This design comes from an exercise in tuning for small area on the open sky130 flow, not from production work. The RTL was checked by simulation tests, not by an equivalence proof against the original design. Power figures rest on the tool's default switching activity, not on a simulated workload.

<file path="flow/design.v">
module owc (
    input  wire       clk,
    input  wire       rst,
    input  wire       host_we,
    input  wire [5:0] host_addr,
    input  wire [7:0] host_wdata,
    output reg  [7:0] host_rdata,
    input  wire       ms_tick,
    output wire       t_req,
    output reg  [2:0] t_op,
    output reg  [7:0] t_arg,
    input  wire       t_done,
    input  wire       t_busy,
    input  wire [7:0] t_rdata
);
    localparam [2:0] TOP_RESET  = 3'd0,
                     TOP_WBYTE  = 3'd1,
                     TOP_RBYTE  = 3'd2,
                     TOP_RBIT   = 3'd4,
                     TOP_TRIP   = 3'd5,
                     TOP_CONFIG = 3'd6;
    localparam [3:0] E_OK = 4'd0, E_TIMEOUT = 4'd1, E_NODEV = 4'd2, E_SHORT = 4'd3,
                     E_CRC = 4'd4, E_SEARCH = 4'd5, E_CONFIG = 4'd7, E_ILLEGAL = 4'd8;
    localparam [4:0] S_IDLE  = 5'd0,
                     S_RAW   = 5'd1,    
                     S_RST   = 5'd2,    
                     S_M55   = 5'd3,    
                     S_ROM   = 5'd4,    
                     S_SKIP  = 5'd5,    
                     S_CFG   = 5'd6,    
                     S_FUNC  = 5'd7,    
                     S_WDATA = 5'd8,    
                     S_RDATA = 5'd9,    
                     S_POLL  = 5'd10,   
                     S_PWR   = 5'd11,   
                     S_SF0   = 5'd12,   
                     S_TRIP  = 5'd13,   
                     S_RSH   = 5'd16,   
                     S_DELAY = 5'd17,   
                     S_SROT  = 5'd18,   
                     S_SCHK  = 5'd19,   
                     S_TF    = 5'd20;   
    reg  [7:0] cmd;
    reg        st_rvalid, st_sdone, st_spu, st_pwr;
    reg  [3:0] err;
    reg  [5:0] flags;
    reg  [7:0] data;
    reg  [7:0] family;
    reg  [7:0] crc;
    reg  [2:0] channel;
    reg [63:0] trom;
    reg [63:0] srom;        
    reg  [6:0] lastdisc;
    reg  [7:0] alarm_h, alarm_l, config_b;
    reg [63:0] sp;          
    reg  [7:0] sp8;         
    reg [16:0] tf;          
    reg [63:0] spbuf;       
    reg  [7:0] wcrc;        
    reg  [4:0] state;
    reg  [6:0] cnt;
    reg  [6:0] last_zero;
    reg        pass2;
    reg  [9:0] dly;
    reg  [2:0] racc;        
    reg  [1:0] ca;          
    reg        cd;          
    reg  [2:0] dl;          
    wire busy = (state != S_IDLE);
    wire f_all     = flags[0];
    wire f_wait    = flags[1];
    wire f_powered = flags[2];
    wire f_filt    = flags[3];
    wire [1:0] f_res = flags[5:4];
    wire c_search = cmd[3];
    wire c_ds     = cmd[4];                        
    wire c_conv   = c_ds & (cmd[1:0] == 2'd0);
    wire c_rsp    = c_ds & (cmd[1:0] == 2'd1);
    wire c_wsp    = c_ds & (cmd[1:0] == 2'd2);
    wire c_pm     = c_ds & (cmd[1:0] == 2'd3);
    wire c_romcmd = ~c_ds;                         
    wire c_skip   = ~c_ds & cmd[0];                
    always @(*) begin
        host_rdata = 8'h00;
        case (host_addr)
            6'h00: host_rdata = cmd;
            6'h01: host_rdata = {2'b00, st_pwr, (crc == 8'h00), st_spu, st_sdone, st_rvalid, busy};
            6'h02: host_rdata = {4'h0, err};
            6'h03: host_rdata = {2'b00, flags};
            6'h04: host_rdata = data;
            6'h05: host_rdata = family;
            6'h06: host_rdata = crc;
            6'h07: host_rdata = {5'b00000, channel};
            6'h08, 6'h09, 6'h0A, 6'h0B, 6'h0C, 6'h0D, 6'h0E, 6'h0F:
                   host_rdata = trom[{host_addr[2:0], 3'b000} +: 8];
            6'h10, 6'h11, 6'h12, 6'h13, 6'h14, 6'h15, 6'h16, 6'h17:
                   host_rdata = srom[{host_addr[2:0], 3'b000} +: 8];
            6'h18: host_rdata = {1'b0, lastdisc};
            6'h19: host_rdata = alarm_h;
            6'h1A: host_rdata = alarm_l;
            6'h1B: host_rdata = config_b;
            6'h20, 6'h21, 6'h22, 6'h23, 6'h24, 6'h25, 6'h26, 6'h27:
                   host_rdata = sp[{host_addr[2:0], 3'b000} +: 8];
            6'h28: host_rdata = sp8;
            6'h2C: host_rdata = sp[7:0];
            6'h2D: host_rdata = sp[15:8];
            6'h30: host_rdata = tf[7:0];
            6'h31: host_rdata = tf[15:8];
            6'h32: host_rdata = {{7{tf[16]}}, tf[16]};
            6'h33: host_rdata = {8{tf[16]}};
            6'h34: host_rdata = {6'b000000, sp[38:37]};
            default: host_rdata = 8'h00;
        endcase
    end
    wire trip_dir = (cnt < lastdisc) ? srom[0] : (cnt == lastdisc);
    reg [7:0] func_byte;
    always @(*) begin
        case (cmd[1:0])
            2'd0:    func_byte = 8'h44;                       
            2'd1:    func_byte = 8'hBE;                       
            2'd2:    func_byte = pass2 ? 8'h48 : 8'h4E;       
            default: func_byte = 8'hB4;                       
        endcase
    end
    assign t_req = busy && (state[4] == 1'b0);
    always @(*) begin
        t_op  = TOP_RESET;
        t_arg = 8'h00;
        case (state)
            S_RAW: begin
                t_op  = {cmd[2:1], cmd[0] | (cmd[2] & cmd[1])};
                t_arg = (cmd[2:0] == 3'd6) ? {5'd0, channel} : data;
            end
            S_RST:   t_op = TOP_RESET;
            S_M55:   begin t_op = TOP_WBYTE; t_arg = 8'h55; end
            S_ROM:   begin t_op = TOP_WBYTE; t_arg = trom[{cnt[2:0], 3'b000} +: 8]; end
            S_SKIP:  begin t_op = TOP_WBYTE; t_arg = 8'hCC; end
            S_CFG:   begin t_op = TOP_CONFIG; t_arg = 8'h01; end
            S_FUNC:  begin t_op = TOP_WBYTE; t_arg = func_byte; end
            S_WDATA: begin
                t_op  = TOP_WBYTE;
                t_arg = cnt[1] ? config_b : cnt[0] ? alarm_l : alarm_h;
            end
            S_RDATA: t_op = TOP_RBYTE;
            S_POLL:  t_op = TOP_RBIT;
            S_PWR:   t_op = TOP_RBIT;
            S_SF0:   begin t_op = TOP_WBYTE; t_arg = 8'hF0; end
            S_TRIP:  begin t_op = TOP_TRIP; t_arg = {7'd0, trip_dir}; end
            default: ;
        endcase
    end
    function [7:0] crc8_bit;
        input [7:0] c;
        input       b;
        reg m;
        begin
            m = c[0] ^ b;
            crc8_bit = {m, c[7:5], c[4] ^ m, c[3] ^ m, c[2:1]};
        end
    endfunction
    function [7:0] crc8_update;
        input [7:0] c;
        input [7:0] b;
        integer i;
        reg [7:0] r;
        begin
            r = c;
            for (i = 0; i < 8; i = i + 1) r = crc8_bit(r, b[i]);
            crc8_update = r;
        end
    endfunction
    wire       sp_bit  = spbuf[{3'b111, cnt[2:0]}];
    wire [7:0] wcrc_sp = crc8_bit(wcrc, sp_bit);
    wire [7:0] wcrc_tr = crc8_bit(wcrc, t_rdata[2]);
    wire        tc_s   = sp[15];
    wire        tc_j   = cnt[5] ? tc_s : sp[cnt[3:0]];
    reg  [2:0]  w_j;
    always @(*) begin
        case (cnt[1:0])
            2'd0: w_j = 3'd1;
            2'd1: w_j = 3'd2;
            2'd2: w_j = 3'd4;
            default: w_j = 3'd3;
        endcase
    end
    wire [3:0]  racc_s  = racc + (tc_j ? w_j : 3'd0);
    wire [2:0]  racc_n  = (racc_s >= 4'd5) ? racc_s - 4'd5 : racc_s[2:0];
    wire [15:0] kval    = (racc == 3'd0) ? (16'd2560 + {tc_s, 2'b00})
                                         : (16'd2555 + {tc_s, 2'b00} + racc);
    wire        k_j     = ~cnt[5] & kval[cnt[3:0]];
    wire [2:0]  zsum    = tc_j + dl[2] + k_j + ca;
    wire        yd2     = tf[15] & (cnt[5:1] != 5'b01000);
    wire        y_j     = zsum[0] ^ yd2 ^ cd;
    wire rst_short    = t_rdata[1];
    wire rst_presence = t_rdata[0];
    wire tr_sbr = t_rdata[0];
    wire tr_tsb = t_rdata[1];
    wire tr_dir = t_rdata[2];
    task automatic abort_cmd(input [3:0] code);
        begin
            err       <= code;
            st_rvalid <= 1'b0;
            if (c_search) st_sdone <= 1'b1;
            state     <= S_IDLE;
        end
    endtask
    task automatic after_select;
        begin
            if (c_romcmd)
                state <= S_IDLE;
            else if ((c_conv || c_wsp && pass2) && !f_powered)
                state <= S_CFG;
            else
                state <= S_FUNC;
        end
    endtask
    wire hwe = host_we && !busy && !rst;
    always @(posedge clk) begin
        if (hwe) begin
            case (host_addr)
                6'h05: family   <= host_wdata;
                6'h08, 6'h09, 6'h0A, 6'h0B, 6'h0C, 6'h0D, 6'h0E, 6'h0F:
                       trom[{host_addr[2:0], 3'b000} +: 8] <= host_wdata;
                6'h19: alarm_h  <= host_wdata;
                6'h1A: alarm_l  <= host_wdata;
                6'h1B: config_b <= host_wdata;
                default: ;
            endcase
        end
    end
    always @(posedge clk) begin
        if (rst) begin
            cmd       <= 8'h00;
            st_rvalid <= 1'b0;
            st_sdone  <= 1'b1;
            st_spu    <= 1'b0;
            st_pwr    <= 1'b0;
            err       <= 4'h0;
            flags     <= 6'h00;
            crc       <= 8'h00;
            channel   <= 3'd0;
            lastdisc  <= 7'd0;
            state     <= S_IDLE;
        end else if (state == S_IDLE) begin
            if (host_we) begin
                case (host_addr)
                    6'h00: begin
                        cmd       <= host_wdata;
                        err       <= E_OK;
                        st_rvalid <= 1'b0;
                        cnt       <= 7'd0;
                        pass2     <= 1'b0;
                        case (host_wdata)
                            8'h00: ;
                            8'h01: crc <= 8'h00;
                            8'h02: crc <= crc8_update(crc, data);
                            8'h28: st_sdone <= 1'b1;
                            8'h10, 8'h11, 8'h12, 8'h13, 8'h14, 8'h15, 8'h16:
                                state <= S_RAW;
                            8'h20, 8'h21, 8'h30, 8'h31, 8'h32, 8'h33:
                                state <= S_RST;
                            8'h29: begin
                                if (st_sdone) begin
                                    srom <= {56'd0, f_filt ? family : 8'h00};
                                    lastdisc <= f_filt ? 7'd64 : 7'd0;
                                    st_sdone <= 1'b0;
                                end
                                state <= S_RST;
                            end
                            default: err <= E_ILLEGAL;
                        endcase
                    end
                    6'h03: flags   <= host_wdata[5:0];
                    6'h04: data    <= host_wdata;
                    6'h06: crc     <= host_wdata;
                    6'h07: channel <= host_wdata[2:0];
                    default: ;
                endcase
            end
        end else begin
            case (state)
                S_RAW: if (t_done) begin
                    if (t_busy) abort_cmd(E_TIMEOUT);
                    else begin
                        state <= S_IDLE;
                        case (cmd[2:0])
                            3'd0: begin
                                if (rst_short) abort_cmd(E_SHORT);
                                else if (!rst_presence) abort_cmd(E_NODEV);
                            end
                            3'd2: begin data <= t_rdata; st_rvalid <= 1'b1; end
                            3'd4: begin data <= {7'd0, t_rdata[0]}; st_rvalid <= 1'b1; end
                            3'd5: begin data <= {5'd0, t_rdata[2:0]}; st_rvalid <= 1'b1; end
                            3'd6: if (!t_rdata[0]) abort_cmd(E_CONFIG);
                            default: ;
                        endcase
                    end
                    if (cmd[2:0] == 3'd0) st_spu <= 1'b0;
                end
                S_RST: if (t_done) begin
                    st_spu <= 1'b0;
                    if (t_busy) abort_cmd(E_TIMEOUT);
                    else if (rst_short) abort_cmd(E_SHORT);
                    else if (!rst_presence) abort_cmd(E_NODEV);
                    else if (c_search) state <= S_SF0;
                    else if (c_skip || ((c_conv || c_pm) && f_all)) state <= S_SKIP;
                    else state <= S_M55;
                end
                S_M55: if (t_done) begin
                    if (t_busy) abort_cmd(E_TIMEOUT);
                    else begin
                        cnt   <= 7'd0;
                        state <= S_ROM;
                    end
                end
                S_ROM: if (t_done) begin
                    if (t_busy) abort_cmd(E_TIMEOUT);
                    else if (cnt[2:0] == 3'd7) after_select;
                    else cnt <= cnt + 7'd1;
                end
                S_SKIP: if (t_done) begin
                    if (t_busy) abort_cmd(E_TIMEOUT);
                    else after_select;
                end
                S_CFG: if (t_done) begin
                    if (t_busy) abort_cmd(E_TIMEOUT);
                    else if (!t_rdata[0]) abort_cmd(E_CONFIG);
                    else state <= S_FUNC;
                end
                S_FUNC: if (t_done) begin
                    if (t_busy) abort_cmd(E_TIMEOUT);
                    else begin
                        cnt  <= 7'd0;
                        wcrc <= 8'h00;
                        if (c_conv) begin
                            if (!f_powered) st_spu <= 1'b1;
                            if (!f_wait) state <= S_IDLE;
                            else if (f_powered) state <= S_POLL;
                            else begin
                                dly   <= 10'd94 << f_res;
                                state <= S_DELAY;
                            end
                        end else if (c_rsp) state <= S_RDATA;
                        else if (c_wsp) begin
                            if (!pass2) state <= S_WDATA;
                            else if (f_powered) state <= S_POLL;
                            else begin
                                st_spu <= 1'b1;
                                dly    <= 10'd10;
                                state  <= S_DELAY;
                            end
                        end else state <= S_PWR;
                    end
                end
                S_WDATA: if (t_done) begin
                    if (t_busy) abort_cmd(E_TIMEOUT);
                    else if (cnt[1]) begin
                        pass2 <= 1'b1;
                        state <= S_RST;
                    end else cnt <= cnt + 7'd1;
                end
                S_RDATA: if (t_done) begin
                    if (t_busy) abort_cmd(E_TIMEOUT);
                    else if (cnt[6]) begin
                        if (wcrc != t_rdata) abort_cmd(E_CRC);
                        else begin
                            sp        <= spbuf;
                            sp8       <= t_rdata;
                            st_rvalid <= 1'b1;
                            cnt       <= 7'd0;
                            racc      <= 3'd0;
                            state     <= S_TF;
                        end
                    end else begin
                        spbuf <= {t_rdata, spbuf[63:8]};
                        state <= S_RSH;
                    end
                end
                S_RSH: begin
                    wcrc <= wcrc_sp;
                    cnt  <= cnt + 7'd1;
                    if (cnt[2:0] == 3'd7) state <= S_RDATA;
                end
                S_TF: begin
                    cnt <= cnt + 7'd1;
                    if (!cnt[5] && !cnt[4]) begin
                        racc <= racc_n;
                        ca   <= 2'd0;
                        cd   <= 1'b0;
                        dl   <= 3'd0;
                    end else begin
                        ca <= zsum[2:1];
                        cd <= (y_j & yd2) | (y_j & cd) | (yd2 & cd);
                        dl <= {dl[1:0], tc_j};
                        tf <= {y_j, tf[16:1]};
                        if (cnt[5]) state <= S_IDLE;
                    end
                end
                S_POLL: if (t_done) begin
                    if (t_busy) abort_cmd(E_TIMEOUT);
                    else if (t_rdata[0]) state <= S_IDLE;
                end
                S_DELAY: begin
                    if (ms_tick) begin
                        if (dly == 10'd1) begin
                            st_spu <= 1'b0;
                            state  <= S_IDLE;
                        end
                        dly <= dly - 10'd1;
                    end
                end
                S_PWR: if (t_done) begin
                    if (t_busy) abort_cmd(E_TIMEOUT);
                    else begin
                        st_pwr    <= t_rdata[0];
                        st_rvalid <= 1'b1;
                        state     <= S_IDLE;
                    end
                end
                S_SF0: if (t_done) begin
                    if (t_busy) abort_cmd(E_TIMEOUT);
                    else begin
                        last_zero <= 7'd0;
                        cnt       <= 7'd1;
                        wcrc      <= 8'h00;
                        state     <= S_TRIP;
                    end
                end
                S_TRIP: if (t_done) begin
                    if (t_busy || (tr_sbr && tr_tsb)) begin
                        abort_cmd(t_busy ? E_TIMEOUT : E_SEARCH);
                        state <= S_SROT;
                    end else begin
                        if (!tr_sbr && !tr_tsb && !tr_dir) last_zero <= cnt;
                        srom <= {tr_dir, srom[63:1]};
                        wcrc <= wcrc_tr;
                        if (cnt[6]) state <= S_SCHK;
                        else cnt <= cnt + 7'd1;
                    end
                end
                S_SROT: begin
                    srom <= {srom[0], srom[63:1]};
                    cnt  <= cnt + 7'd1;
                    if (cnt[6]) state <= S_IDLE;
                end
                S_SCHK: begin
                    if (wcrc != 8'h00) abort_cmd(E_CRC);
                    else if (f_filt && (srom[7:0] != family)) begin
                        st_sdone <= 1'b1;
                        state    <= S_IDLE;
                    end else begin
                        lastdisc <= last_zero;
                        if (last_zero == 7'd0) st_sdone <= 1'b1;
                        st_rvalid <= 1'b1;
                        state     <= S_IDLE;
                    end
                end
                default: state <= S_IDLE;
            endcase
        end
    end
endmodule
</file>
<file path="flow/run.sh">
#!/bin/bash
# synth_recipe.tcl (not shown) runs the flow's synth.tcl, then flattens the netlist and writes it again
# the make line also repeats each setting of config.mk as NAME=value (left out here)
make -C /OpenROAD-flow-scripts/flow DESIGN_CONFIG=/design/flow/config.mk WORK_HOME=/design/flow/orfs CLKGATE_MAP_FILE= SYNTH_SCRIPT=/design/flow/synth_recipe.tcl finish
</file>
<file path="flow/config.mk">
export PLATFORM = sky130hd
export DESIGN_NAME = owc
export DESIGN_NICKNAME = owc
export VERILOG_FILES = /design/flow/design.v
export SDC_FILE = /design/flow/constraint.sdc
export NUM_CORES = 4
export LEC_CHECK = 0
export CAP_MARGIN = 20
export CORE_MARGIN = 2
export CORE_UTILIZATION = 40
export SLEW_MARGIN = 20
</file>
<file path="flow/constraint.sdc">
create_clock -name core_clock -period 12.0 [get_ports {clk}]
set_input_delay 2.4000 -clock core_clock [delete_from_list [all_inputs] [get_ports {clk}]]
set_output_delay 2.4000 -clock core_clock [all_outputs]
set_load 0.01 [all_outputs]
</file>
==> notes.md, run 1 <==
FF+latch area: 11800 um^2
Initial Util: 40.2%
Final setup viols: 0
Final Hold Viols: 0
First-pass GRT wire length: 120 mm
Boundary Pins: 48
Max-cap viol count: 0
Startpoint type of the worst setup path: input pin
CP Depth: 12
CTS tree: built
Crit Path Max Fanout: 46
Post-synthesis mux area share: 4.89%
Syn nets: 2006
CP Capture Type: output port
Grt total ovfl: 0
Area contributors post-synth: edfxtp_1 (49%), a22o_1 (4.4%), dfxtp_1 (4.1%)
PwrDens: 127 nW/um^2
Layout cell share with drive strength beyond 1: 9.14%
Avg Vias per Cell: 6.58
Status: finished clean
Routed len/inst: 31.1 um
Area share of the largest cell type after synthesis: 49.5%
Worst reg-to-reg path cell count: 14
Tcrit/Tclk final: 80.5%
GP Congestion: 0.973
Setup ws final: 2.34 ns
Post-synthesis simple-gate area fraction: 14.6%
Clk buf depth: 3
Total CTS buffers: 46
Yosys warns: 1
Clk_skew: 0.0281 ns
Total Routing Usage GR: 28.9%
Clk slew on worst S/H paths: 0.06 ns
CORE AREA: 54800 um^2
Vias in the first global route: 16600
Slew HR: 23.5%
DRT iter0 DRCs: 2708
Post-Synthesis Cells: 1939
Multi-input logic area: 9430 um^2
Synth async-reset ratio: 0%
Antenna viol nets, final: 0
Setup TNS: 0 ns
Via count: 17600
Most common cell after layout, fill and taps aside: edfxtp_1
Slowest stage delay, CP: 0.67 ns
Post-CTS setup buffers: 0
Routed Wire Length: 83.2 mm
Sequential-to-total area share from yosys stat: 53.5%
Critical-path cell list: clkdlybuf4s50_1 -> buf_4 -> inv_1 -> ha_1 -> nor4_4 -> or3_1 -> buf_4 -> a221oi_1 -> or4_1 -> nor2_1 -> a211o_1 -> clkdlybuf4s50_1
Die ar.: 57000 um^2
Yosys cell types: 96
DIE WIDTH: 239 um
Root Buffer Master: clkbuf_16
Hold Path Class: reg -> reg
Synthesized cell area: 22000 um^2
Fill cell count: 5004
Diode count: 0
DP Worst Slack: 2.44 ns
Pleak: 8.32 nW
Layout area overhead: 11.5%
Worst-margin pin slew: 1.14 ns
WP data arrival: 7.26 ns
CTS Hold Buffers Added: 0
IO buf count: 47
Die height: 239 um
WS Path Type: in -> out
Largest net degree at the start of global routing: 83
Complex-gate fraction of the synthesized area: 18.2%
EDFF count, synth: 363
Hold path depth: 0
DRC viols: 0
Max-slew violations: 0
Most frequent cells in the layout: edfxtp_1 (363), nand2_1 (129), nor2_1 (122), a22o_1 (111), a21oi_1 (94)
XOR/XNOR Fraction of Synth Area: 2.33%
Clock sink count: 408
Initial antenna violation count: 2
Worst path buffer plus inverter count: 5
Number of synthesized register bits: 408
Max Clk Rate: 0.104 GHz
DR pass1 iterations: 6
Worst EP required: 9.60 ns
Delay-heaviest family, CP: buffers and inverters
Max VDD drop: 0.105 mV
CP max stage cell: ha_1
Max H-tree Level: 2
Final nets: 2002
Syn Area/Cell: 11.4 um^2
Clk latency of the worst-skew pair: 0.61 ns
DP Wirelength: 59.5 mm
Largest family of logic cells by synthesized area: compound AO/OA/AOI/OAI gates
Post-layout min period: 9.66 ns
Row count: 86
Predominant post-synthesis flop cell: edfxtp_1
Gates resized, CTS repair: 0
Post-Synth Adder-Cell Area: 2.40%
Largest area contributor in the netlist: edfxtp_1
RSZ-0062 raised after global routing: false
synthesized netlist by cell type, drive strengths merged (10+ instances only):
library cell,number
a211oi,22
a21oi,94
a221o,14
a221oi,45
a22o,111
a22oi,33
a31oi,15
a32oi,13
and2,86
and3,17
buf,65
clkbuf,77
dfxtp,45
edfxtp,363
ha,35
inv,52
mux2i,48
mux4,23
nand2,129
nand2b,19
nand3,58
nand4,26
nor2,128
nor2b,25
nor3,49
nor3b,11
nor4,14
o211ai,14
o21ai,79
o22ai,17
o31ai,10
or3,12
xnor2,38
xor2,18
logic make-up (layout without fill, tap and decap cells):
| logic type | count (synthesis) | count (layout) |
|---|---|---|
| AND/OR/NAND/NOR | 614 | 614 |
| buffers and inverters | 196 | 227 |
| AO/OA/AOI/OAI | 546 | 546 |
| multiplexers | 78 | 78 |
| flip-flops | 408 | 408 |
| adder cells (fa/ha/maj) | 40 | 40 |
| XOR/XNOR | 57 | 57 |
power by group:
group          switching (mW)  leakage, nW  total, mW  internal (mW)
combinational           0.133         3.96      0.198         0.0645
clock                   0.599        0.723       1.40          0.797
sequential            0.00397         3.64       1.54           1.53
through the flow:
| stage | power [mW] | cells | util, % | hold slack (ns) | cell area [um^2] |
|---|---|---|---|---|---|
| floorplan | 1.68 | 1939 | - | 0.400 | 22000 |
| global placement | 1.76 | 2591 | 42.2 | 0.402 | 23100 |
| detailed placement | 1.76 | 2591 | 42.2 | 0.405 | 23100 |
| CTS | 3.15 | 2674 | 44.9 | 0.419 | 24600 |
| global route | 3.21 | 2674 | 44.9 | 0.425 | 24600 |
| finish | 3.13 | 2674 | 44.9 | 0.418 | 24600 |
layout make-up:
class                      count  area share [%]
inverter                      54           0.830
sequential                   408            48.0
multi-input combinational   1335            38.4
tap                          704            3.58
clock buffer                  53            4.79
clock inverter                30            1.21
timing repair buffer          90            3.21
worst register-to-register path, delay by kind of cell, from the launching register on:
family                     cells  cell delay, ns
muxes                          3            1.59
AOI/OAI and AO/OA              3            0.90
buffers and inverters          2            0.79
adders and majority gates      2            0.72
and+or+nand+nor                3            0.40
DFF                            1            0.32
xor gates and xnor gates       1            0.14
worst paths after layout:
check	startpoint	to	slack [ns]
hold reg to reg	spbuf[4]	sp[4]	0.42
setup / recovery	host_addr[0]	host_rdata[0]	2.34
hold / removal	spbuf[4]	sp[4]	0.42
setup reg to reg	cnt[0]	racc[2]	6.86
routing by layer:
layer	GRT usage, %	share of wire, %	vias to the layer above
met5	0	0.012	-
met4	10.6	4.0	2
met3	5.13	9.3	177
met2	44.3	44	1071
met1	41.2	42	8816
li1	-	-	7540
sequential cells by signal, indices dropped and copies added (netlist names), 10 cells and up:
register / flops
dly: 10
sp: 64
spbuf: 64
srom: 64
tf: 17
trom: 64
==> inputs of run 2 (changes only) <==
--- a/flow/design.v
+++ b/flow/design.v
@@ -41,3 +41,4 @@
                      S_SCHK  = 5'd19,   
-                     S_TF    = 5'd20;   
+                     S_TF    = 5'd20,   
+                     S_SCLR  = 5'd21;   
     reg  [7:0] cmd;
@@ -60,6 +61,4 @@
     reg  [4:0] state;
-    reg  [6:0] cnt;
-    reg  [6:0] last_zero;
+    reg  [9:0] cnt;         
     reg        pass2;
-    reg  [9:0] dly;
     reg  [2:0] racc;        
@@ -67,3 +66,3 @@
     reg        cd;          
-    reg  [2:0] dl;          
+    wire [6:0] last_zero = {pass2, cd, ca, racc};
     wire busy = (state != S_IDLE);
@@ -114,3 +113,3 @@
     end
-    wire trip_dir = (cnt < lastdisc) ? srom[0] : (cnt == lastdisc);
+    wire trip_dir = (cnt[6:0] < lastdisc) ? srom[0] : (cnt[6:0] == lastdisc);
     reg [7:0] func_byte;
@@ -172,23 +171,41 @@
     wire       sp_bit  = spbuf[{3'b111, cnt[2:0]}];
-    wire [7:0] wcrc_sp = crc8_bit(wcrc, sp_bit);
-    wire [7:0] wcrc_tr = crc8_bit(wcrc, t_rdata[2]);
+    reg  [2:0]  racc_n;
+    always @(*) begin
+        racc_n = racc;
+        if (sp_bit) begin
+            case ({cnt[1:0], racc})
+                5'b00_000: racc_n = 3'd1;  5'b00_001: racc_n = 3'd2;  5'b00_010: racc_n = 3'd3;
+                5'b00_011: racc_n = 3'd4;  5'b00_100: racc_n = 3'd0;
+                5'b01_000: racc_n = 3'd2;  5'b01_001: racc_n = 3'd3;  5'b01_010: racc_n = 3'd4;
+                5'b01_011: racc_n = 3'd0;  5'b01_100: racc_n = 3'd1;
+                5'b10_000: racc_n = 3'd4;  5'b10_001: racc_n = 3'd0;  5'b10_010: racc_n = 3'd1;
+                5'b10_011: racc_n = 3'd2;  5'b10_100: racc_n = 3'd3;
+                5'b11_000: racc_n = 3'd3;  5'b11_001: racc_n = 3'd4;  5'b11_010: racc_n = 3'd0;
+                5'b11_011: racc_n = 3'd1;  5'b11_100: racc_n = 3'd2;
+                default:   racc_n = racc;
+            endcase
+        end
+    end
     wire        tc_s   = sp[15];
-    wire        tc_j   = cnt[5] ? tc_s : sp[cnt[3:0]];
-    reg  [2:0]  w_j;
+    wire        tc_j   = cnt[4] ? tc_s : spbuf[cnt[2:0]];
+    reg         k_j;
     always @(*) begin
-        case (cnt[1:0])
-            2'd0: w_j = 3'd1;
-            2'd1: w_j = 3'd2;
-            2'd2: w_j = 3'd4;
-            default: w_j = 3'd3;
+        case (cnt[4:0])
+            5'd0:  k_j = racc[0];
+            5'd1:  k_j = racc[1];
+            5'd2:  k_j = ~(tc_s ^ racc[2]);
+            5'd3, 5'd4, 5'd5, 5'd6, 5'd7, 5'd8:
+                   k_j = ~tc_s & ~racc[2];
+            5'd9:  k_j = tc_s | racc[2];
+            5'd11: k_j = 1'b1;
+            default: k_j = 1'b0;
         endcase
     end
-    wire [3:0]  racc_s  = racc + (tc_j ? w_j : 3'd0);
-    wire [2:0]  racc_n  = (racc_s >= 4'd5) ? racc_s - 4'd5 : racc_s[2:0];
-    wire [15:0] kval    = (racc == 3'd0) ? (16'd2560 + {tc_s, 2'b00})
-                                         : (16'd2555 + {tc_s, 2'b00} + racc);
-    wire        k_j     = ~cnt[5] & kval[cnt[3:0]];
-    wire [2:0]  zsum    = tc_j + dl[2] + k_j + ca;
-    wire        yd2     = tf[15] & (cnt[5:1] != 5'b01000);
+    wire        tc_j3   = wcrc[5] & (cnt[4:2] != 3'd0 || cnt[1:0] == 2'd3);
+    wire [2:0]  zsum    = tc_j + tc_j3 + k_j + ca;
+    wire        yd2     = tf[15] & (cnt[4:1] != 4'd0);
     wire        y_j     = zsum[0] ^ yd2 ^ cd;
+    wire       crc_in  = (state == S_TF)   ? (tc_j ^ wcrc[0]) :
+                         (state == S_TRIP) ? t_rdata[2] : sp_bit;
+    wire [7:0] wcrc_n  = crc8_bit(wcrc, crc_in);
     wire rst_short    = t_rdata[1];
@@ -250,3 +267,3 @@
                         st_rvalid <= 1'b0;
-                        cnt       <= 7'd0;
+                        cnt       <= 10'd0;
                         pass2     <= 1'b0;
@@ -263,7 +280,7 @@
                                 if (st_sdone) begin
-                                    srom <= {56'd0, f_filt ? family : 8'h00};
                                     lastdisc <= f_filt ? 7'd64 : 7'd0;
                                     st_sdone <= 1'b0;
-                                end
-                                state <= S_RST;
+                                    state    <= S_SCLR;
+                                end else
+                                    state    <= S_RST;
                             end
@@ -311,3 +328,3 @@
                     else begin
-                        cnt   <= 7'd0;
+                        cnt   <= 10'd0;
                         state <= S_ROM;
@@ -318,3 +335,3 @@
                     else if (cnt[2:0] == 3'd7) after_select;
-                    else cnt <= cnt + 7'd1;
+                    else cnt <= cnt + 10'd1;
                 end
@@ -332,4 +349,5 @@
                     else begin
-                        cnt  <= 7'd0;
+                        cnt  <= 10'd0;
                         wcrc <= 8'h00;
+                        racc <= 3'd4;
                         if (c_conv) begin
@@ -339,3 +357,8 @@
                             else begin
-                                dly   <= 10'd94 << f_res;
+                                case (f_res)
+                                    2'd0: cnt <= 10'd930;
+                                    2'd1: cnt <= 10'd836;
+                                    2'd2: cnt <= 10'd648;
+                                    default: cnt <= 10'd272;
+                                endcase
                                 state <= S_DELAY;
@@ -348,3 +371,3 @@
                                 st_spu <= 1'b1;
-                                dly    <= 10'd10;
+                                cnt    <= 10'd1014;    
                                 state  <= S_DELAY;
@@ -359,3 +382,3 @@
                         state <= S_RST;
-                    end else cnt <= cnt + 7'd1;
+                    end else cnt <= cnt + 10'd1;
                 end
@@ -369,4 +392,5 @@
                             st_rvalid <= 1'b1;
-                            cnt       <= 7'd0;
-                            racc      <= 3'd0;
+                            cnt       <= 10'd0;
+                            ca        <= 2'd0;
+                            cd        <= 1'b0;
                             state     <= S_TF;
@@ -379,4 +403,5 @@
                 S_RSH: begin
-                    wcrc <= wcrc_sp;
-                    cnt  <= cnt + 7'd1;
+                    wcrc <= wcrc_n;
+                    if (cnt[6:4] == 3'd0) racc <= racc_n;
+                    cnt  <= cnt + 10'd1;
                     if (cnt[2:0] == 3'd7) state <= S_RDATA;
@@ -384,15 +409,9 @@
                 S_TF: begin
-                    cnt <= cnt + 7'd1;
-                    if (!cnt[5] && !cnt[4]) begin
-                        racc <= racc_n;
-                        ca   <= 2'd0;
-                        cd   <= 1'b0;
-                        dl   <= 3'd0;
-                    end else begin
-                        ca <= zsum[2:1];
-                        cd <= (y_j & yd2) | (y_j & cd) | (yd2 & cd);
-                        dl <= {dl[1:0], tc_j};
-                        tf <= {y_j, tf[16:1]};
-                        if (cnt[5]) state <= S_IDLE;
-                    end
+                    cnt <= cnt + 10'd1;
+                    ca  <= zsum[2:1];
+                    cd  <= (y_j & yd2) | (y_j & cd) | (yd2 & cd);
+                    wcrc <= wcrc_n;
+                    tf  <= {y_j, tf[16:1]};
+                    if (cnt[2:0] == 3'd7) spbuf <= {t_rdata, spbuf[63:8]};
+                    if (cnt[4]) state <= S_IDLE;
                 end
@@ -404,3 +423,3 @@
                     if (ms_tick) begin
-                        if (dly == 10'd1) begin
+                        if (&cnt) begin
                             st_spu <= 1'b0;
@@ -408,3 +427,3 @@
                         end
-                        dly <= dly - 10'd1;
+                        cnt <= cnt + 10'd1;
                     end
@@ -422,4 +441,4 @@
                     else begin
-                        last_zero <= 7'd0;
-                        cnt       <= 7'd1;
+                        {pass2, cd, ca, racc} <= 7'd0;
+                        cnt       <= 10'd1;
                         wcrc      <= 8'h00;
@@ -433,12 +452,17 @@
                     end else begin
-                        if (!tr_sbr && !tr_tsb && !tr_dir) last_zero <= cnt;
+                        if (!tr_sbr && !tr_tsb && !tr_dir) {pass2, cd, ca, racc} <= cnt[6:0];
                         srom <= {tr_dir, srom[63:1]};
-                        wcrc <= wcrc_tr;
+                        wcrc <= wcrc_n;
                         if (cnt[6]) state <= S_SCHK;
-                        else cnt <= cnt + 7'd1;
+                        else cnt <= cnt + 10'd1;
                     end
                 end
+                S_SCLR: begin
+                    srom <= {f_filt & (cnt[5:3] == 3'd0) & family[cnt[2:0]], srom[63:1]};
+                    cnt  <= cnt + 10'd1;
+                    if (cnt[5:0] == 6'd63) state <= S_RST;
+                end
                 S_SROT: begin
                     srom <= {srom[0], srom[63:1]};
-                    cnt  <= cnt + 7'd1;
+                    cnt  <= cnt + 10'd1;
                     if (cnt[6]) state <= S_IDLE;
==> flow/flow/run.sh (new file) <==
#!/bin/bash
# Layout flow: the standard flow (standard.sh), with two changes:
#  - the combinational logic is mapped by ABC with an area-oriented script
#    (flow/area.abc). The synthesis is otherwise ORFS's own with the standard flow's
#    settings (flow/alt_synth.tcl = synth_recipe.tcl plus the abc script swap),
#    so the registers are the standard synthesis's; if their names or cell
#    types differ in any way, the standard netlist is used instead;
#  - clock tree synthesis uses smaller clock buffers and no dummy loads.
# Each tool's output goes to a log file of its own in this folder.
set -uo pipefail
HERE=$PWD
R=$HERE/orfs/results/$FLOW_PLATFORM/owc/base
A=$HERE/orfs_alt/results/$FLOW_PLATFORM/owc/base

export CTS_ARGS="-sink_clustering_enable -repair_clock_nets -dont_use_dummy_load -buf_list {sky130_fd_sc_hd__clkbuf_4 sky130_fd_sc_hd__clkbuf_8}"

# 1. standard synthesis
bash standard.sh synth > $HERE/1_std_synth.log 2>&1 || exit 1

# 2. the same synthesis with the area-oriented ABC script, in its own work folder
MK=$(grep '^make ' standard.sh | sed -e 's/ "\${@:-finish}"$//' \
     -e "s#WORK_HOME=[^ ]*#WORK_HOME=$HERE/orfs_alt#" \
     -e "s#SYNTH_SCRIPT=[^ ]*#SYNTH_SCRIPT=$HERE/flow/alt_synth.tcl#")
export MY_ABC_SCRIPT=$HERE/flow/area.abc
if eval "$MK $A/1_2_yosys.v" > $HERE/2_alt_synth.log 2>&1 && \
   python3 $HERE/flow/cmp_ff.py $R/1_2_yosys.v $A/1_2_yosys.v > $HERE/3_cmp_ff.log 2>&1; then
    cp $A/1_2_yosys.v $R/1_2_yosys.v
    rm -f $R/1_synth.odb $R/1_synth.sdc
    echo "using the area-mapped netlist" >> $HERE/3_cmp_ff.log
else
    echo "using the standard netlist" >> $HERE/3_cmp_ff.log
fi

# 3. the rest of the standard flow
bash standard.sh > $HERE/4_std_finish.log 2>&1
==> flow/flow/alt_synth.tcl (new file) <==
proc synth {args} { yosys synth -nofsm -noshare {*}$args }
proc abc {args} {
  set i [lsearch -exact $args -script]
  if {$i >= 0} { set args [lreplace $args [expr {$i+1}] [expr {$i+1}] $::env(MY_ABC_SCRIPT)] }
  yosys abc {*}$args
}
source $::env(SCRIPTS_DIR)/synth.tcl
# left out here: clear keep_hierarchy, flatten, clean up, hide names made inside functions, write 1_2_yosys.v
==> flow/flow/area.abc (new file) <==
strash
dc2
&get -n
&st
&syn2
&dch -f
&nf -p -a -F 8 -A 4 -R 1000
&st
&syn3
&dch -f
&nf -p -a -F 8 -A 4 -R 1000
&st
&syn4
&dch -f
&nf -p -a -F 8 -A 4 -R 1000
&st
&dc2
&dch -f
&nf -p -a -F 8 -A 4 -R 1000
&put
==> flow/flow/cmp_ff.py (new file) <==
# Compare the flip-flops (instance name -> cell type) of two ORFS synthesis netlists.
import re, sys
def ffs(path):
    d = {}
    for m in re.finditer(r'^\s*(sky130_fd_sc_hd__\S+)\s+(\S+)\s*\(', open(path).read(), re.M):
        cell, inst = m.group(1), m.group(2)
        if re.search(r'__(dfxtp|edfxtp|dfrtp|dfstp|dfbbp|dfrbp|dfsbp|dfxbp|edfxbp|sdf|dlx|dlr|dfrtn|sedf|dlclkp|sdlclkp)', cell):
            d[inst] = cell
    return d
a, b = ffs(sys.argv[1]), ffs(sys.argv[2])
if a == b and len(a) > 0:
    print("flops match: %d" % len(a)); sys.exit(0)
print("flops differ: %d vs %d" % (len(a), len(b)))
for k in sorted(set(a) ^ set(b))[:20]: print("  only in one:", k)
for k in sorted(set(a) & set(b)):
    if a[k] != b[k]: print("  type:", k, a[k], b[k])
sys.exit(1)
==> flow/standard.sh (new file) <==
#!/bin/bash
# synth_recipe.tcl (not shown) runs the flow's synth.tcl, then flattens the netlist and writes it again
# the make line also repeats each setting of config.mk as NAME=value (left out here)
make -C /OpenROAD-flow-scripts/flow DESIGN_CONFIG=/design/flow/config.mk WORK_HOME=/design/flow/orfs CLKGATE_MAP_FILE= SYNTH_SCRIPT=/design/flow/synth_recipe.tcl "${@:-finish}"
--- a/flow/config.mk
+++ b/flow/config.mk
@@ -9,3 +9,3 @@
 export CORE_MARGIN = 2
-export CORE_UTILIZATION = 40
+export CORE_UTILIZATION = 60
 export SLEW_MARGIN = 20
removed: flow/run.sh
==> run 2 against run 1 <==
  * Still clean
  * Wire length down 17%
  * Flip-flop and latch count is 17 lower
  * Worst hold slack better by 0.0058 ns
  * First-iteration DRC count up 36%
  * Die area shrank 43%
  * Area after synthesis is 16% lower
  * Final cell count fell by 22%
  * Clock-buffer cell count increased by 13
  * Power down 17%
  * Sequential share of layout area up 6.1 points
  * Via count fell by 7.5%
  * Combinational power is 24% lower
==> notes.md, run 2 <==
Max VDD drop: 0.121 mV
Layout cell share with drive strength beyond 1: 7.33%
Die ar.: 32400 um^2
CP Capture Type: output port
Initial antenna violation count: 1
CTS Hold Buffers Added: 0
Worst-margin pin slew: 1.22 ns
Multi-input logic area: 7190 um^2
Clk slew on worst S/H paths: 0.05 ns
Max-slew violations: 0
Antenna viol nets, final: 0
PwrDens: 124 nW/um^2
Clk_skew: 0.0594 ns
Placed Cells: 2021
Clk latency of the worst-skew pair: 0.62 ns
Fill cell count: 2241
Post-Synthesis Cells: 1529
Most frequent cells in the layout: edfxtp_1 (346), nand2_1 (127), nor2_1 (112), a22o_1 (112), a21oi_1 (84)
Initial Util: 60.8%
Clock sink count: 391
Final nets: 1751
R2r startpoint: cnt[2]
Largest net degree at the start of global routing: 73
Crit Path Max Fanout: 37
Status: finished clean
Most common cell after layout, fill and taps aside: edfxtp_1
Tcrit/Tclk final: 85.6%
Syn Area/Cell: 12.1 um^2
Slew HR: 18.2%
Final setup viols: 0
Row count: 64
Die height: 180 um
WP data arrival: 7.87 ns
Syn nets: 1587
DP Wirelength: 49.0 mm
DRT iter0 DRCs: 3690
Pleak: 6.87 nW
Clk buf depth: 3
Total Routing Usage GR: 41.9%
Post-CTS setup buffers: 0
Worst EP required: 9.60 ns
Total CTS buffers: 66
RSZ-0062 raised after global routing: false
Root Buffer Master: clkbuf_8
Routed Wire Length: 68.7 mm
Yosys warns: 1
Synthesized cell area: 18600 um^2
Avg Vias per Cell: 7.80
FF+latch area: 11300 um^2
Launch point of the worst path: host_addr[0]
Critical hold path startpoint: spbuf[44]
Layout area overhead: 12.4%
DRC viols: 0
Gates resized, CTS repair: 0
Grt total ovfl: 0
Routed len/inst: 32.9 um
GP Congestion: 1.03
Hold Path Class: reg -> reg
First-pass GRT wire length: 101 mm
Final Hold Viols: 0
Final hold slack: 0.424 ns
Max Clk Rate: 0.0973 GHz
CORE AREA: 30500 um^2
CTS tree: built
Max-cap viol count: 0
DR pass1 iterations: 13
DIE WIDTH: 180 um
Startpoint type of the worst setup path: input pin
Setup TNS: 0 ns
WS Path Type: in -> out
Boundary Pins: 48
Max H-tree Level: 3
IO buf count: 47
Post-layout min period: 10.27 ns
Via count: 16300
Final non-filler cell total: 2088
Vias in the first global route: 15100
==> run 2: worst max-delay path, cell delays in order <==
cell,delay [ns]
clkdlybuf4s50_1,1.01
clkinv_1,0.60
ha_1,0.47
nor4_1,0.58
nor4b_2,0.09
buf_4,0.27
a221o_1,0.38
a21oi_1,0.12
a211oi_1,0.07
o41ai_1,0.99
nand4_1,0.29
clkdlybuf4s50_1,0.57
==> run 2: power breakdown <==
part	switching [mW]	total [mW]	internal, mW
combinational	0.100	0.150	0.0499
sequential	0.00347	1.47	1.47
clock	0.484	0.970	0.485
total	0.588	2.59	2.00
==> run 2: stage by stage <==
stage                     setup slack, ns  util [%]  cell area, um^2  total power [mW]
after floorplan                      1.11         -            18600              1.57
after global placement               2.01      65.4            19900              1.64
after detailed placement             1.89      65.4            19900              1.64
after CTS                            1.86      68.4            20900              2.58
after global routing                 1.50      68.4            20900              2.65
final                                1.73      68.4            20900              2.59
==> run 2: layer usage <==
layer / global-route usage, % / routed length, um
met5: 0 / 0
met3: 16.0 / 12200
met2: 57.7 / 28000
met1: 59.6 / 25000
met4: 17.7 / 3510
==> run 2: area by class of cell <==
class | count | area share, %
repair buffers | 96 | 4.02
well taps | 396 | 2.37
inverters | 37 | 0.666
diodes | 1 | 0.0120
clock buffers | 66 | 4.35
multi-input cells | 1101 | 34.5
flip-flops and latches | 391 | 54.1
==> run 2: path summary, 6_finish.rpt <==
kind / depth (start not counted) / endpoint / slack (ns)
hold / removal: 0 / sp[44] / 0.42
hold reg to reg: 0 / sp[44] / 0.42
setup / recovery: 12 / host_rdata[4] / 1.73
setup reg to reg: 9 / ca[0] / 7.67
==> inputs of run 3 (changes only) <==
--- a/flow/design.v
+++ b/flow/design.v
@@ -81,32 +81,45 @@
     wire c_skip   = ~c_ds & cmd[0];                
+    reg  [5:0] rd_addr;
+    reg  [7:0] rd_data;
     always @(*) begin
-        host_rdata = 8'h00;
-        case (host_addr)
-            6'h00: host_rdata = cmd;
-            6'h01: host_rdata = {2'b00, st_pwr, (crc == 8'h00), st_spu, st_sdone, st_rvalid, busy};
-            6'h02: host_rdata = {4'h0, err};
-            6'h03: host_rdata = {2'b00, flags};
-            6'h04: host_rdata = data;
-            6'h05: host_rdata = family;
-            6'h06: host_rdata = crc;
-            6'h07: host_rdata = {5'b00000, channel};
+        if (!busy) rd_addr = host_addr;
+        else case (state)
+            S_ROM:   rd_addr = {3'b001, cnt[2:0]};                   
+            S_WDATA: rd_addr = {4'b0110, cnt[1:0]};                  
+            default: rd_addr = {4'b0001, {2{cmd[2] & cmd[1]}}};      
+        endcase
+    end
+    always @(*) begin
+        host_rdata = {rd_data[7:1], rd_data[0] | (busy && host_addr == 6'h01)};
+    end
+    always @(*) begin
+        rd_data = 8'h00;
+        case (rd_addr)
+            6'h00: rd_data = cmd;
+            6'h01: rd_data = {2'b00, st_pwr, (crc == 8'h00), st_spu, st_sdone, st_rvalid, busy};
+            6'h02: rd_data = {4'h0, err};
+            6'h03: rd_data = {2'b00, flags};
+            6'h04: rd_data = data;
+            6'h05: rd_data = family;
+            6'h06: rd_data = crc;
+            6'h07: rd_data = {5'b00000, channel};
             6'h08, 6'h09, 6'h0A, 6'h0B, 6'h0C, 6'h0D, 6'h0E, 6'h0F:
-                   host_rdata = trom[{host_addr[2:0], 3'b000} +: 8];
+                   rd_data = trom[{rd_addr[2:0], 3'b000} +: 8];
             6'h10, 6'h11, 6'h12, 6'h13, 6'h14, 6'h15, 6'h16, 6'h17:
-                   host_rdata = srom[{host_addr[2:0], 3'b000} +: 8];
-            6'h18: host_rdata = {1'b0, lastdisc};
-            6'h19: host_rdata = alarm_h;
-            6'h1A: host_rdata = alarm_l;
-            6'h1B: host_rdata = config_b;
+                   rd_data = srom[{rd_addr[2:0], 3'b000} +: 8];
+            6'h18: rd_data = {1'b0, lastdisc};
+            6'h19: rd_data = alarm_h;
+            6'h1A: rd_data = alarm_l;
+            6'h1B: rd_data = config_b;
             6'h20, 6'h21, 6'h22, 6'h23, 6'h24, 6'h25, 6'h26, 6'h27:
-                   host_rdata = sp[{host_addr[2:0], 3'b000} +: 8];
-            6'h28: host_rdata = sp8;
-            6'h2C: host_rdata = sp[7:0];
-            6'h2D: host_rdata = sp[15:8];
-            6'h30: host_rdata = tf[7:0];
-            6'h31: host_rdata = tf[15:8];
-            6'h32: host_rdata = {{7{tf[16]}}, tf[16]};
-            6'h33: host_rdata = {8{tf[16]}};
-            6'h34: host_rdata = {6'b000000, sp[38:37]};
-            default: host_rdata = 8'h00;
+                   rd_data = sp[{rd_addr[2:0], 3'b000} +: 8];
+            6'h28: rd_data = sp8;
+            6'h2C: rd_data = sp[7:0];
+            6'h2D: rd_data = sp[15:8];
+            6'h30: rd_data = tf[7:0];
+            6'h31: rd_data = tf[15:8];
+            6'h32: rd_data = {{7{tf[16]}}, tf[16]};
+            6'h33: rd_data = {8{tf[16]}};
+            6'h34: rd_data = {6'b000000, sp[38:37]};
+            default: rd_data = 8'h00;
         endcase
@@ -130,3 +143,3 @@
                 t_op  = {cmd[2:1], cmd[0] | (cmd[2] & cmd[1])};
-                t_arg = (cmd[2:0] == 3'd6) ? {5'd0, channel} : data;
+                t_arg = rd_data;
             end
@@ -134,3 +147,3 @@
             S_M55:   begin t_op = TOP_WBYTE; t_arg = 8'h55; end
-            S_ROM:   begin t_op = TOP_WBYTE; t_arg = trom[{cnt[2:0], 3'b000} +: 8]; end
+            S_ROM:   begin t_op = TOP_WBYTE; t_arg = rd_data; end
             S_SKIP:  begin t_op = TOP_WBYTE; t_arg = 8'hCC; end
@@ -140,3 +153,3 @@
                 t_op  = TOP_WBYTE;
-                t_arg = cnt[1] ? config_b : cnt[0] ? alarm_l : alarm_h;
+                t_arg = rd_data;
             end
@@ -367,3 +380,6 @@
                         else if (c_wsp) begin
-                            if (!pass2) state <= S_WDATA;
+                            if (!pass2) begin
+                                cnt   <= 10'd1;
+                                state <= S_WDATA;
+                            end
                             else if (f_powered) state <= S_POLL;
@@ -379,3 +395,3 @@
                     if (t_busy) abort_cmd(E_TIMEOUT);
-                    else if (cnt[1]) begin
+                    else if (cnt[1] && cnt[0]) begin
                         pass2 <= 1'b1;
--- a/flow/flow/run.sh
+++ b/flow/flow/run.sh
@@ -7,3 +7,4 @@
 #    types differ in any way, the standard netlist is used instead;
-#  - clock tree synthesis uses smaller clock buffers and no dummy loads.
+#  - clock tree synthesis uses clkbuf_8 buffers in small clusters and no
+#    dummy loads; the port buffers are buf_1.
 # Each tool's output goes to a log file of its own in this folder.
@@ -14,3 +15,4 @@
 
-export CTS_ARGS="-sink_clustering_enable -repair_clock_nets -dont_use_dummy_load -buf_list {sky130_fd_sc_hd__clkbuf_4 sky130_fd_sc_hd__clkbuf_8}"
+export CTS_ARGS="-sink_clustering_enable -repair_clock_nets -dont_use_dummy_load -buf_list sky130_fd_sc_hd__clkbuf_8 -sink_clustering_size 12 -sink_clustering_max_diameter 80"
+export BUFFER_PORTS_ARGS="-buffer_cell sky130_fd_sc_hd__buf_1"
 
==> run 3 against run 2 <==
  * Critical path depth fell by 1
  * Worst hold slack improved by 0.012 ns
  * Final cell count fell by 4.8%
  * Utilization fell by 2.2 points
  * Via count fell by 6.3%
  * Largest power group unchanged
  * Sequential power barely moved
  * Wire length fell by 4.9%
  * Combinational power barely moved
  * Global-route usage fell by 0.26 points
  * Worst setup slack improved by 1.3 ns
  * Area after synthesis fell by 2.4%
==> notes.md, run 3 <==
Status: finished clean
Hold Path Class: reg -> reg
Largest net degree at the start of global routing: 73
Clk buf depth: 3
Slowest stage delay, CP: 0.85 ns
Via count: 15300
Tcrit/Tclk final: 74.9%
Syn nets: 1533
Routed len/inst: 32.9 um
R2r setup slk: 7.77 ns
Total CTS buffers: 38
Worst path buffer plus inverter count: 2
Max VDD drop: 0.0731 mV
Clk latency of the worst-skew pair: 0.58 ns
Clk_skew: 0.0629 ns
IO buf count: 47
Max-cap viol count: 0
Clock sink count: 391
Final setup viols: 0
Die ar.: 31600 um^2
First-pass GRT wire length: 94.9 mm
Layout cell share with drive strength beyond 1: 5.39%
DRT iter0 DRCs: 3019
Reg2Reg Capture Point: cnt[3]
DRC viols: 0
Gates resized, CTS repair: 0
Worst reg-to-reg path cell count: 8
Layout area overhead: 8.46%
WS Path Type: in -> out
Boundary Pins: 48
Syn Area/Cell: 12.3 um^2
Grt total ovfl: 0
Final core occ: 66.1%
Row count: 63
Setup TNS: 0 ns
Critical hold path startpoint: srom[45]
Slew HR: 23.7%
DIE WIDTH: 178 um
Max H-tree Level: 2
CTS Hold Buffers Added: 0
Final nets: 1655
Critical-path cell list: buf_1 -> o22ai_1 -> nor2_1 -> nand2_1 -> nor2_1 -> a222oi_1 -> nand4_1 -> a221oi_1 -> o21ai_0 -> a221o_1 -> buf_1
CTS tree: built
Final Hold Viols: 0
Avg Vias per Cell: 7.68
Max Clk Rate: 0.111 GHz
Pleak: 6.46 nW
Startpoint type of the worst setup path: input pin
GP Congestion: 1.05
Initial antenna violation count: 1
Synthesized cell area: 18100 um^2
DR pass1 iterations: 9
CORE AREA: 29700 um^2
Clk slew on worst S/H paths: 0.08 ns
CP max stage cell: nand2_1
Crit Path Max Fanout: 22
WP data arrival: 6.59 ns
Hold path depth: 0
Max-slew violations: 0
Total Routing Usage GR: 41.6%
Post-CTS setup buffers: 0
Post-layout min period: 8.99 ns
Yosys warns: 1
Die height: 178 um
Worst-margin pin slew: 1.13 ns
PwrDens: 119 nW/um^2
Most common cell after layout, fill and taps aside: edfxtp_1
Post-Synthesis Cells: 1476
RSZ-0062 raised after global routing: false
Delay-heaviest family, CP: compound AO/OA/AOI/OAI gates
DP Wirelength: 45.8 mm
R2r startpoint: state[2]
Most frequent cells in the layout: edfxtp_1 (346), nor2_1 (150), nand2_1 (126), a22o_1 (116)
Vias in the first global route: 14400
Worst min-delay path endpoint: srom[44]
Worst EP required: 9.60 ns
Antenna viol nets, final: 0
Routed Wire Length: 65.4 mm
Initial Util: 61.0%
Root Buffer Master: clkbuf_8
CP Capture Type: output port
run 3: worst max path at each step:
| stage | end | from | slack (ns) | cells past startpoint |
|---|---|---|---|---|
| finish | t_arg[7] | host_addr[0] | 3.01 | 11 |
| global route | t_arg[7] | host_addr[0] | 3.03 | 11 |
| CTS | t_arg[7] | host_addr[0] | 3.45 | 9 |
| detailed placement | t_arg[7] | host_addr[0] | 3.47 | 11 |
| global placement | t_arg[2] | host_addr[0] | 3.56 | 13 |
| floorplan | t_arg[3] | host_addr[4] | 3.40 | 10 |
run 3: metrics by stage:
step | hold slack (ns) | instances | power [mW] | area, um^2 | setup WS, ns
after CTS | 0.434 | 1986 | 2.32 | 19600 | 3.45
final | 0.436 | 1988 | 2.34 | 19700 | 3.01
after detailed placement | 0.435 | 1948 | 1.64 | 19100 | 3.47
after global routing | 0.427 | 1986 | 2.38 | 19700 | 3.03
after floorplan | 0.421 | 1476 | 1.57 | 18100 | 3.40
after global placement | 0.424 | 1948 | 1.64 | 19100 | 3.56
run 3: final cells by class:
cell class	count	area, um^2
tap	390	488
clock buffer	38	523
sequential	391	11300
timing repair buffer	82	439
inverter	39	146
antenna	2	5.00
multi-input combinational	1046	6770
fill	2166	10100
run 3: report_power, final:
part | switching, mW | internal, mW | leakage, nW
registers | 0.00242 | 1.47 | 3.50
clock network | 0.437 | 0.284 | 0.273
logic | 0.109 | 0.0413 | 2.69
total | 0.548 | 1.79 | 6.46
run 3: routing by layer:
layer  vias up  wire, um  share of wire, %  GRT usage (%)
met5         -         0                 0              0
met4         0      4630               7.1           23.7
met3       299      8910                14           7.82
met2      1451     29200                45           64.3
met1      7249     22700                35           55.6
li1       6273         -                 -              -
==> inputs of run 4 (changes only) <==
--- a/flow/design.v
+++ b/flow/design.v
@@ -51,3 +51,4 @@
     reg  [2:0] channel;
-    reg [63:0] trom;
+    reg  [7:0] trom0, trom1, trom2, trom3, trom4, trom5, trom6, trom7;
+    wire [63:0] trom = {trom7, trom6, trom5, trom4, trom3, trom2, trom1, trom0};
     reg [63:0] srom;        
@@ -251,4 +252,10 @@
                 6'h05: family   <= host_wdata;
-                6'h08, 6'h09, 6'h0A, 6'h0B, 6'h0C, 6'h0D, 6'h0E, 6'h0F:
-                       trom[{host_addr[2:0], 3'b000} +: 8] <= host_wdata;
+                6'h08: trom0 <= host_wdata;
+                6'h09: trom1 <= host_wdata;
+                6'h0A: trom2 <= host_wdata;
+                6'h0B: trom3 <= host_wdata;
+                6'h0C: trom4 <= host_wdata;
+                6'h0D: trom5 <= host_wdata;
+                6'h0E: trom6 <= host_wdata;
+                6'h0F: trom7 <= host_wdata;
                 6'h19: alarm_h  <= host_wdata;
--- a/flow/flow/run.sh
+++ b/flow/flow/run.sh
@@ -7,3 +7,3 @@
 #    types differ in any way, the standard netlist is used instead;
-#  - clock tree synthesis uses clkbuf_8 buffers in small clusters and no
+#  - clock tree synthesis uses clkbuf_4 buffers in small clusters and no
 #    dummy loads; the port buffers are buf_1.
@@ -15,3 +15,3 @@
 
-export CTS_ARGS="-sink_clustering_enable -repair_clock_nets -dont_use_dummy_load -buf_list sky130_fd_sc_hd__clkbuf_8 -sink_clustering_size 12 -sink_clustering_max_diameter 80"
+export CTS_ARGS="-sink_clustering_enable -repair_clock_nets -dont_use_dummy_load -buf_list sky130_fd_sc_hd__clkbuf_4 -sink_clustering_size 8 -sink_clustering_max_diameter 50"
 export BUFFER_PORTS_ARGS="-buffer_cell sky130_fd_sc_hd__buf_1"
==> run 4 against run 3 <==
  * Fmax grew 9.0%
  * First-iteration DRC count is 22% lower
  * Global-route usage decreased by 2.3 points
  * Flip-flop and latch count did not move
  * Worst hold slack got worse by 0.041 ns
  * Critical endpoint is now t_arg[6]
==> notes.md, run 4 <==
Status: finished clean
Antenna viol nets, final: 0
Total Routing Usage GR: 39.3%
R2r startpoint: cnt[0]
Avg Vias per Cell: 7.50
WP data arrival: 5.84 ns
Largest net degree at the start of global routing: 73
Clk slew on worst S/H paths: 0.09 ns
Worst EP required: 9.60 ns
Max-slew violations: 0
Initial Util: 60.7%
Final nets: 1553
Setup TNS: 0 ns
CTS tree: built
Critical hold path startpoint: spbuf[2]
Die height: 174 um
Worst-margin pin slew: 1.01 ns
Root Buffer Master: clkbuf_4
WS Path Type: in -> out
Final Hold Viols: 0
DR pass1 iterations: 6
Clk_skew: 0.122 ns
Clock sink count: 391
Initial antenna violation count: 1
DRC viols: 0
First-pass GRT wire length: 87.1 mm
Pleak: 6.07 nW
Most frequent cells in the layout: edfxtp_1 (346), nor2_1 (117), nand2_1 (103), a21oi_1 (71), a221oi_1 (70)
Regs by FF count: sp (64), spbuf (64), srom (64)
Total CTS buffers: 56
Post-Synthesis Cells: 1358
RSZ-0062 raised after global routing: false
Routed len/inst: 31.8 um
CORE AREA: 28600 um^2
Max VDD drop: 0.0713 mV
Yosys warns: 1
Row count: 62
Die ar.: 30300 um^2
Syn Area/Cell: 12.8 um^2
Slew HR: 32.3%
Launch point of the worst path: host_addr[0]
Post-layout min period: 8.24 ns
Syn nets: 1408
Max H-tree Level: 2
Layout area overhead: 8.26%
Clk latency of the worst-skew pair: 0.75 ns
Hold Path Class: reg -> reg
Via count: 14100
DRT iter0 DRCs: 2363
Dpl cell area: 18400 um^2
Crit Path Max Fanout: 21
DP Wirelength: 42.3 mm
Grt total ovfl: 0
CP Capture Type: output port
Routed Wire Length: 60.0 mm
Boundary Pins: 48
PwrDens: 119 nW/um^2
Max Clk Rate: 0.121 GHz
Post-CTS setup buffers: 0
CTS Hold Buffers Added: 0
IO buf count: 47
Startpoint type of the worst setup path: input pin
Gates resized, CTS repair: 0
DIE WIDTH: 174 um
Max-cap viol count: 0
Layout cell share with drive strength beyond 1: 6.86%
Vias in the first global route: 13200
Cell area after layout: 18800 um^2
Final setup viols: 0
Clk buf depth: 3
Tcrit/Tclk final: 68.7%
Synthesized cell area: 17400 um^2
Most common cell after layout, fill and taps aside: edfxtp_1
GP Congestion: 1.04
==> run 4: cell types whose count changed in the layout (fill, tap and decap cells not counted), sizes merged, moves of 7 or more <==
cell / change
clkbuf: +18
o21ai: -10
a22o: -61
nand2b: +11
nand2: -23
ha: -7
nor3: +16
a21oi: +7
nand3: -16
nor2: -34
==> run 4: layout make-up <==
class                   instances  area [um^2]
diodes                          1         2.50
multi-input cells             934         6020
well taps                     384          480
clock buffers                  56          420
inverters                      33          124
flip-flops and latches        391        11300
repair buffers                 87          477
fillers                      2158         9810
==> run 4: per-stage QoR <==
| step | cells | hold slack (ns) | util (%) | worst slack [ns] | power [mW] |
|---|---|---|---|---|---|
| 3_5_place_dp | 1829 | 0.432 | 64.2 | 3.90 | 1.63 |
| 5_1_grt | 1886 | 0.386 | 65.7 | 3.54 | 2.29 |
| 4_1_cts | 1885 | 0.387 | 65.7 | 3.89 | 2.23 |
| 2_1_floorplan | 1358 | 0.417 | - | 1.94 | 1.56 |
| 3_3_place_gp | 1829 | 0.424 | 64.2 | 3.89 | 1.62 |
| 6_report | 1886 | 0.395 | 65.7 | 3.76 | 2.23 |
==> run 4: report_power, final <==
| group | total, mW | leakage, nW | switching [mW] | internal (mW) |
|---|---|---|---|---|
| registers | 1.47 | 3.48 | 0.00155 | 1.46 |
| logic | 0.134 | 2.33 | 0.0973 | 0.0368 |
| clock network | 0.631 | 0.258 | 0.418 | 0.213 |
| total | 2.23 | 6.07 | 0.517 | 1.71 |
==> run 4: final timing paths <==
kind                            depth (start not counted)        to  slack (ns)
worst max-delay path                                   12  t_arg[6]        3.76
worst min register to register                          0     sp[2]        0.40
worst min-delay path                                    0     sp[2]        0.40
worst max register to register                         10  state[2]        7.81
==> run 4: critical path: stages <==
cell and delay (ns):
buf_1 0.16, nor2_1 0.14, a21oi_1 0.13, nand2_1 0.75, nor2_1 0.39, a22oi_1 0.33
nand4_1 0.19, a221oi_1 0.44, nand4_1 0.44, nor2_1 0.25, nor2_1 0.07, buf_1 0.13
==> run 4: metal layers <==
layer | track usage (%) | vias to the layer above | share of wire [%]
met5 | 0 | - | 0
li1 | - | 5864 | -
met4 | 19.0 | 0 | 5.6
met3 | 7.17 | 211 | 12
met2 | 60.2 | 1209 | 45
met1 | 54.8 | 6865 | 37
==> inputs of run 5 (changes only) <==
--- a/flow/config.mk
+++ b/flow/config.mk
@@ -9,3 +9,4 @@
 export CORE_MARGIN = 2
-export CORE_UTILIZATION = 60
+export CORE_UTILIZATION = 70
+export GPL_TIMING_DRIVEN = 0
 export SLEW_MARGIN = 20
==> run 5 against run 4 <==
  * Still clean
  * Sequential share of layout area about the same
  * Wire length is 0.95% higher
  * Worst setup slack worse by 1.9 ns
  * Non-clock buffer count down 15
  * Utilization rose by 12 points
  * Sequential power about the same
  * Die area shrank 14%
  * Register-to-register slack lost 0.52 ns
  * Critical path depth is 2 higher
  * Critical endpoint is now t_arg[0]
  * Largest power group unchanged
  * Highest routed layer unchanged
==> notes.md, run 5 <==
Status: finished clean
GP Congestion: 1.04
Die ar.: 26100 um^2
Routed Wire Length: 60.5 mm
DIE WIDTH: 162 um
Clk latency of the worst-skew pair: 0.71 ns
Max VDD drop: 0.0871 mV
Clk buf depth: 3
M1 WL: 19.7 mm
WS Path Type: reg -> out
DRC viols: 0
Worst EP required: 9.60 ns
Tot Pwr: 2.24 mW
Power share of the sequential group: 65.4%
Max-cap viol count: 0
DP Wirelength: 42.0 mm
Final Hold Viols: 0
IO buf count: 47
Setup TNS: 0 ns
Layout cell share with drive strength beyond 1: 6.67%
Total Routing Usage GR: 46.1%
Regs by FF count: sp (64), spbuf (64), srom (64)
Final setup viols: 0
DR WL met2: 26.7 mm
Boundary Pins: 48
Crit Path Max Fanout: 20
Fill cell count: 1457
Clk_skew: 0.0262 ns
DRT iter0 DRCs: 3099
Placed Cells: 1754
Vias in the first global route: 13800
DR pass1 iterations: 10
Clk slew on worst S/H paths: 0.08 ns
PwrDens: 119 nW/um^2
FF+latch area: 11300 um^2
Pleak: 6.06 nW
Dpl cell area: 18400 um^2
Slew HR: 21.6%
Final non-filler cell total: 1813
WP data arrival: 7.73 ns
Clock sink count: 391
Max Clk Rate: 0.0987 GHz
Initial antenna violation count: 3
Worst-margin pin slew: 1.18 ns
Most frequent cells in the layout: edfxtp_1 (346), nor2_1 (116), nand2_1 (103), a21oi_1 (71), a221oi_1 (70)
Antenna viol nets, final: 0
Sw Share: 23.8%
Startpoint type of the worst setup path: flip-flop
Layout area overhead: 8.19%
Max H-tree Level: 2
Synthesized cell area: 17400 um^2
Internal cell power: 1.71 mW
Syn Area/Cell: 12.8 um^2
Final core occ: 77.3%
Largest net degree at the start of global routing: 55
Grt total ovfl: 0
Most common cell after layout, fill and taps aside: edfxtp_1
Total CTS buffers: 55
Final hold slack: 0.446 ns
Highest routed layer: met4
CP Capture Type: output port
Post-Synthesis Cells: 1358
Post-layout min period: 10.13 ns
Root Buffer Master: clkbuf_4
Row count: 57
Routed len/inst: 33.4 um
Multi-input logic area: 6060 um^2
Comb power frac: 6.1%
Final nets: 1537
Clock power frac: 28.5%
Syn nets: 1408
Met3 wire length: 9.33 mm
Max-slew violations: 0
Sw Pwr: 0.533 mW
DP Worst Slack: 2.76 ns
Setup ws final: 1.87 ns
First-pass GRT wire length: 87.7 mm
Die height: 162 um
CTS Hold Buffers Added: 0
RSZ-0062 raised after global routing: false
Avg Vias per Cell: 8.09
CORE AREA: 24300 um^2
Via count: 14700
Cell area after layout: 18800 um^2
Tcrit/Tclk final: 84.4%
Initial Util: 71.5%
Gates resized, CTS repair: 0
CTS tree: built
Hold Path Class: reg -> reg
Post-CTS setup buffers: 0
Yosys warns: 1
==> run 5: path summary, 6_finish.rpt <==
| check | cells past startpoint | to | startpoint | slack, ns |
|---|---|---|---|---|
| worst min-delay path | 0 | sp[20] | spbuf[20] | 0.45 |
| worst max-delay path | 14 | t_arg[0] | state[4] | 1.87 |
| worst max register to register | 9 | trom1[6] | state[4] | 7.29 |
| worst min register to register | 0 | sp[20] | spbuf[20] | 0.45 |
==> run 5: power groups by stage <==
stage / combinational (mW) / sequential [mW] / clock (mW)
after floorplan: 0.0604 / 1.50 / 0
after global placement: 0.119 / 1.50 / 0
after detailed placement: 0.127 / 1.50 / 0
after CTS: 0.128 / 1.47 / 0.626
after global routing: 0.138 / 1.47 / 0.672
final: 0.138 / 1.47 / 0.639
==> run 5: per-layer routing <==
layer	GRT usage [%]	vias to the layer above
met4	25.5	0
met2	70.8	1566
met1	59.3	6861
met3	14.0	385
met5	0	-
li1	-	5851
==> run 5: layout make-up <==
class / count / area share, %
Multi-Input combinational cell: 934 / 32.2
Timing Repair Buffer: 72 / 2.64
Tap cell: 324 / 2.16
Antenna cell: 4 / 0.0532
Inverter: 33 / 0.659
Sequential cell: 391 / 60.1
Clock buffer: 55 / 2.20
==> run 5: critical path, stage by stage (launching register included) <==
cell and delay, ns:
dfxtp_1 0.56, nor2_1 0.87, nand2_1 0.33, nor3_2 0.53, buf_6 0.24, a31oi_1 0.07, a21oi_1 0.51, nand2b_1 0.95
nor2_1 0.47, a222oi_1 0.96, o311ai_0 0.53, a211o_1 0.50, nand2_1 0.12, o2111ai_1 0.17, buf_1 0.18

## separate check: timing with driven ports
How much do the figures lean on ideal ports? The routed layouts below were timed once more, with nothing changed but the port constraints. Step 1 (the two cells are an assumption about what drives the block):
set clk [get_ports {clk}]
set_driving_cell -lib_cell sky130_fd_sc_hd__clkbuf_16 $clk
set_driving_cell -lib_cell sky130_fd_sc_hd__buf_2 [delete_from_list [all_inputs] $clk]
Step 2 also shifts input and output timing later by t, the mid clock arrival at the registers, as if the neighbouring blocks saw the same clock. a / b / c = ideal ports / drivers / drivers and shift; a / b = the first two.
run	t (ns)	setup slack, ns	worst setup path at the end	slew at the worst register clock pin (ns)
run 1	0.655	2.344 / 2.321 / 2.321	input to output	0.07 / 0.07
run 2	0.644	1.726 / 1.705 / 1.705	input to output	0.07 / 0.07
run 3	0.599	3.012 / 2.980 / 2.980	input to output	0.09 / 0.09
run 4	0.730	3.757 / 3.723 / 3.723	input to output	0.10 / 0.10
run 5	0.746	1.867 / 1.822 / 2.240	input to output	0.11 / 0.11
After both steps every run listed still meets setup and hold. The setup slack of run 4, which loses most, moves by -0.034 ns with the drivers and by -0.034 ns with both steps.
